Source: an optimization exercise on an open RTL-to-GDS flow (aim: small area, a short achievable clock period and few clock cycles per item). Production flows keep margins and buffers that such runs may drop.
Function was checked by simulation only, so behaviour that the tests miss may differ from the original.

==> 02-20: inputs <==
==> flow/design.v <==
module salsa_qr (
    input  wire [31:0] a_i,
    input  wire [31:0] b_i,
    input  wire [31:0] c_i,
    input  wire [31:0] d_i,
    output wire [31:0] a_o,
    output wire [31:0] b_o,
    output wire [31:0] c_o,
    output wire [31:0] d_o
);
    wire [31:0] s1 = a_i + d_i;
    assign b_o = b_i ^ {s1[24:0], s1[31:25]};    
    wire [31:0] s2 = b_o + a_i;
    assign c_o = c_i ^ {s2[22:0], s2[31:23]};    
    wire [31:0] s3 = c_o + b_o;
    assign d_o = d_i ^ {s3[18:0], s3[31:19]};    
    wire [31:0] s4 = d_o + c_o;
    assign a_o = a_i ^ {s4[13:0], s4[31:14]};    
endmodule
module add32_sk (
    input  wire [31:0] a,
    input  wire [31:0] b,
    output wire [31:0] s
);
    wire [31:0] p0 = a ^ b;
    wire [31:0] g0 = a & b;
    reg  [31:0] g, p;
    integer i, d;
    always @* begin
        g = g0;
        p = p0;
        for (d = 1; d < 32; d = d * 2)
            for (i = 0; i < 32; i = i + 1)
                if ((i / d) % 2 == 1) begin
                    g[i] = g[i] | (p[i] & g[(i / d) * d - 1]);
                    p[i] = p[i] & p[(i / d) * d - 1];
                end
    end
    assign s = p0 ^ {g[30:0], 1'b0};
endmodule
module salsa_round_t (
    input  wire [511:0] x_i,
    output wire [511:0] x_o
);
    wire [31:0] x  [0:15];
    wire [31:0] c  [0:15];    
    genvar k;
    generate
        for (k = 0; k < 16; k = k + 1) begin : g_word
            assign x[k] = x_i[32*k +: 32];
            assign x_o[32*(4*(k%4) + k/4) +: 32] = c[k];
        end
    endgenerate
    salsa_qr u_c0 (.a_i(x[0]),  .b_i(x[4]),  .c_i(x[8]),  .d_i(x[12]),
                   .a_o(c[0]),  .b_o(c[4]),  .c_o(c[8]),  .d_o(c[12]));
    salsa_qr u_c1 (.a_i(x[5]),  .b_i(x[9]),  .c_i(x[13]), .d_i(x[1]),
                   .a_o(c[5]),  .b_o(c[9]),  .c_o(c[13]), .d_o(c[1]));
    salsa_qr u_c2 (.a_i(x[10]), .b_i(x[14]), .c_i(x[2]),  .d_i(x[6]),
                   .a_o(c[10]), .b_o(c[14]), .c_o(c[2]),  .d_o(c[6]));
    salsa_qr u_c3 (.a_i(x[15]), .b_i(x[3]),  .c_i(x[7]),  .d_i(x[11]),
                   .a_o(c[15]), .b_o(c[3]),  .c_o(c[7]),  .d_o(c[11]));
endmodule
module scrypt_blockmix (
    input  wire          clk,
    input  wire          rst,         
    input  wire          in_valid,
    output wire          in_ready,
    input  wire [1023:0] in_data,
    output wire          out_valid,
    input  wire          out_ready,
    output wire [1023:0] out_data
);
    reg          idle_q;      
    reg          pre_q;       
    reg          run_q;       
    reg          ff_q;        
    reg          done_q;      
    reg          second_q;    
    reg  [2:0]   round_q;     
    reg  [511:0] x_q;
    reg  [511:0] w_q;
    reg  [511:0] ya_q;
    wire [511:0] x_rd;
    salsa_round_t u_rd (.x_i(x_q), .x_o(x_rd));
    wire [511:0] s_ff;
    genvar k;
    generate
        for (k = 0; k < 16; k = k + 1) begin : g_ff
            add32_sk u_add (.a(x_q[32*k +: 32]), .b(w_q[32*k +: 32]),
                            .s(s_ff[32*k +: 32]));
        end
    endgenerate
    wire [511:0] t_ff = s_ff ^ (ya_q & {512{~second_q}});
    wire [511:0] b_x  = in_data[1023:512] ^ in_data[511:0];
    assign in_ready  = pre_q;
    assign out_valid = done_q;
    assign out_data  = {w_q, ya_q};
    always @(posedge clk) begin
        if (rst) begin
            idle_q   <= 1'b1;
            pre_q    <= 1'b0;
            run_q    <= 1'b0;
            ff_q     <= 1'b0;
            done_q   <= 1'b0;
            second_q <= 1'b0;
            round_q  <= 3'd0;
        end else begin
            if (idle_q) begin
                if (pre_q && in_valid) begin
                    idle_q   <= 1'b0;
                    pre_q    <= 1'b0;
                    run_q    <= 1'b1;
                    second_q <= 1'b0;
                    round_q  <= 3'd1;
                end else begin
                    pre_q <= in_valid;
                end
            end
            if (run_q) begin
                round_q <= round_q + 3'd1;
                if (round_q == 3'd7) begin
                    run_q <= 1'b0;
                    ff_q  <= 1'b1;
                end
            end
            if (ff_q) begin
                ff_q     <= 1'b0;
                second_q <= 1'b1;
                if (second_q) done_q <= 1'b1;
                else          run_q  <= 1'b1;
            end
            if (done_q) begin
                pre_q <= in_valid && out_ready;
                if (out_ready) begin
                    done_q <= 1'b0;
                    idle_q <= 1'b1;
                end
            end
        end
    end
    always @(posedge clk) begin
        if (run_q || pre_q) x_q <= x_rd;
        else if (ff_q)      x_q <= t_ff;
        else                x_q <= b_x;
        if (pre_q) begin
            w_q  <= b_x;
            ya_q <= in_data[1023:512];
        end else if (ff_q) begin
            w_q <= t_ff;
            if (!second_q) ya_q <= s_ff;
        end
    end
endmodule
==> flow/flow/run.sh <==
#!/bin/bash
# The standard layout (the standard.sh: standard synthesis, ORFS place,
# CTS, route) at the design's clock and constraints, with these changes in
# how the layout is made:
#  - the port buffers that placement inserts on every input and output are
#    the smallest buffer cell instead of the default;
#  - pins may sit on adjacent routing tracks, so that the 2054 ports fit on
#    the edge of a die sized for 40% utilisation;
#  - timing repair aims for 27 ns of setup slack instead of 0, so that it
#    sizes the round logic for speed although the 35 ns clock is met anyway.
set -euo pipefail
export BUFFER_PORTS_ARGS="-buffer_cell sky130_fd_sc_hd__buf_1"
export PLACE_PINS_ARGS="-min_distance 1 -min_distance_in_tracks"
export SETUP_SLACK_MARGIN=27
bash standard.sh > standard_flow.log 2>&1
==> flow/standard.sh <==
#!/bin/bash
# synth_recipe.tcl (not shown) runs the flow's synth.tcl, then flattens the netlist and writes it again
# the make line also repeats each setting of config.mk as NAME=value (left out here)
make -C /OpenROAD-flow-scripts/flow DESIGN_CONFIG=/design/flow/config.mk WORK_HOME=/design/flow/orfs CLKGATE_MAP_FILE= SYNTH_SCRIPT=/design/flow/synth_recipe.tcl "${@:-finish}"
==> flow/config.mk <==
export PLATFORM = sky130hd
export DESIGN_NAME = scrypt_blockmix
export DESIGN_NICKNAME = scrypt_blockmix
export VERILOG_FILES = /design/flow/design.v
export SDC_FILE = /design/flow/constraint.sdc
export NUM_CORES = 4
export LEC_CHECK = 0
export ABC_AREA = 1
export CAP_MARGIN = 20
export CORE_MARGIN = 2
export CORE_UTILIZATION = 40
export CTS_BUF_LIST = sky130_fd_sc_hd__clkbuf_8
export CTS_CLUSTER_DIAMETER = 60
export CTS_CLUSTER_SIZE = 30
export PLACE_DENSITY = 0.5
export SLEW_MARGIN = 20
==> flow/constraint.sdc <==
create_clock -name core_clock -period 35.0 [get_ports {clk}]
set_input_delay 7.0000 -clock core_clock [delete_from_list [all_inputs] [get_ports {clk}]]
set_output_delay 7.0000 -clock core_clock [all_outputs]
set_load 0.01 [all_outputs]
==> 05-24: changes against 02-20 <==
==> flow/flow/run.sh (replaced) <==
#!/bin/bash
# The standard layout (the standard.sh: standard synthesis, ORFS place,
# CTS, route) at the design's clock and constraints, with these changes in
# how the layout is made:
#  - the port buffers that placement inserts on every input and output are
#    the smallest buffer cell instead of the default; after global placement
#    the output port buffers, which drive the port load, are made buf_2
#    (flow/outbuf.tcl);
#  - pins may sit on adjacent routing tracks, so that the 2054 ports fit on
#    the edge of a die sized for 40% utilisation;
#  - timing repair aims for 26 ns of setup slack instead of 0, so that it
#    sizes the round logic for speed although the 35 ns clock is met anyway.
set -euo pipefail
export BUFFER_PORTS_ARGS="-buffer_cell sky130_fd_sc_hd__buf_1"
export POST_GLOBAL_PLACE_TCL="$PWD/flow/outbuf.tcl"
export PLACE_PINS_ARGS="-min_distance 1 -min_distance_in_tracks"
export SETUP_SLACK_MARGIN=26
bash standard.sh > standard_flow.log 2>&1
==> flow/flow/outbuf.tcl (new file) <==
# Sourced after global placement (POST_GLOBAL_PLACE_TCL): the buffer that
# placement put on each output port drives the port's load and the wire to
# the die's edge, so it is made one size larger than the input buffers.
set n_outbuf 0
foreach bterm [[ord::get_db_block] getBTerms] {
  if { [$bterm getIoType] != "OUTPUT" } { continue }
  set net [$bterm getNet]
  if { $net == "NULL" } { continue }
  foreach iterm [$net getITerms] {
    if { ![$iterm isOutputSignal] } { continue }
    set inst [$iterm getInst]
    if { [[$inst getMaster] getName] == "sky130_fd_sc_hd__buf_1" } {
      replace_cell [$inst getName] sky130_fd_sc_hd__buf_2
      incr n_outbuf
    }
  }
}
puts "outbuf.tcl: $n_outbuf output port buffers set to buf_2"
==> 05-04: changes against 02-20 <==
==> flow/flow/run.sh (replaced) <==
#!/bin/bash
# The standard layout (the standard.sh: standard synthesis, ORFS place,
# CTS, route), except that the port buffers that placement inserts on every
# input and output are the smallest buffer cell instead of the default.
set -euo pipefail
export BUFFER_PORTS_ARGS="-buffer_cell sky130_fd_sc_hd__buf_1"
bash standard.sh > standard_flow.log 2>&1
==> flow/config.mk (replaced) <==
export PLATFORM = sky130hd
export DESIGN_NAME = scrypt_blockmix
export DESIGN_NICKNAME = scrypt_blockmix
export VERILOG_FILES = /design/flow/design.v
export SDC_FILE = /design/flow/constraint.sdc
export NUM_CORES = 4
export LEC_CHECK = 0
export CAP_MARGIN = 20
export CORE_MARGIN = 2
export CORE_UTILIZATION = 45
export CTS_BUF_LIST = sky130_fd_sc_hd__clkbuf_8
export PLACE_DENSITY = 0.55
export SLEW_MARGIN = 20
==> 12-15: changes against 02-20 <==
==> flow/run.sh (new file) <==
#!/bin/bash
# synth_recipe.tcl (not shown) runs the flow's synth.tcl, then flattens the netlist and writes it again
# the make line also repeats each setting of config.mk as NAME=value (left out here)
make -C /OpenROAD-flow-scripts/flow DESIGN_CONFIG=/design/flow/config.mk WORK_HOME=/design/flow/orfs CLKGATE_MAP_FILE= SYNTH_SCRIPT=/design/flow/synth_recipe.tcl finish
==> flow/config.mk (replaced) <==
export PLATFORM = sky130hd
export DESIGN_NAME = scrypt_blockmix
export DESIGN_NICKNAME = scrypt_blockmix
export VERILOG_FILES = /design/flow/design.v
export SDC_FILE = /design/flow/constraint.sdc
export NUM_CORES = 4
export LEC_CHECK = 0
export CAP_MARGIN = 20
export CORE_MARGIN = 2
export CORE_UTILIZATION = 25
export PLACE_DENSITY = 0.35
export SLEW_MARGIN = 20
removed: flow/flow/run.sh
removed: flow/standard.sh
==> comparison table <==
	02-20	05-04	12-15	05-24
Clock transition at the registers of the reported paths	0.09 ns	-	0.07 ns	0.09 ns
Final Hold Violating Endpoints	0	-	0	0
Number of nets in the finished design	24,083	-	17,427	22,990
Multi-input gate share of total cell area	52.0%	-	48.8%	54.9%
CTS Sinks	1,545	-	1,545	1,545
Worst setup endpoint	out_data[587]	-	x_q[497]	out_data[75]
Post-Synthesis Cells	18,951	13,202	13,202	18,951
Run status	failed layout checks	did not finish	complete, no violations	complete, no violations
Last stage reached	-	I/O pin placement	-	-
Reasons for failing layout checks	capacitance limit	-	-	-
Slew at the pin with the worst max-slew slack	1.66 ns	-	1.35 ns	1.28 ns
Number of antenna diodes	37	-	42	40
Placed Cells incl. Taps	25,135	-	21,498	25,145
Reg2reg setup slack	27.19 ns	-	20.89 ns	26.31 ns
Final period demand of the worst path	9.15 ns	-	14.11 ns	9.11 ns
Setup Viol. Count Final	0	-	0	0
Number of antenna-violating nets in the routed design	0	-	0	0
Depth of the worst hold-timing path	2	-	1	2
Quantity of gates resized following cts	1,397	-	0	20
Critical Path Sink Type	output port	-	register	output port
Sequential cells	1,545	-	1,545	1,545
Synthesized net count	21,058	15,309	15,309	21,058
Testbench counts of 02-20, summed over its fixed seeds: cycles 9,736, items 512.
Testbench counts of 05-24, summed over its fixed seeds: cycles 9,736, items 512.
Testbench counts of 05-04, summed over its fixed seeds: cycles 9,736, items 512.
Testbench counts of 12-15, summed over its fixed seeds: cycles 9,736, items 512.

## re-timing with driven ports
No port has a modelled driver above. Below, the same layouts with a new extraction and two added sets of constraints. Step 1: set_driving_cell puts a clkbuf_16 on clk and a buf_2 on each other input, an assumption about the parent block. Step 2 also shifts input and output timing later by t, the mid clock arrival at the registers, as if the neighbouring blocks saw the same clock. Three values: no drivers, after step 1, after step 2; two values: the first two.
| run | t, ns | setup WS [ns] | worst hold slack (ns) | cell pins on the clock port's net |
|---|---|---|---|---|
| 02-20 | 1.268 | 25.849 / 25.728 / 25.738 | 0.483 / 0.483 / 0.483 | 1 |
| 05-24 | 1.252 | 25.895 / 25.769 / 26.115 | 0.495 / 0.495 / 0.495 | 1 |
| 12-15 | 1.102 | 20.892 / 20.892 / 20.892 | 0.471 / 0.471 / 0.471 | 1 |
The setup slack of 02-20, which loses most, moves by -0.121 ns with the drivers and by -0.111 ns with both steps.
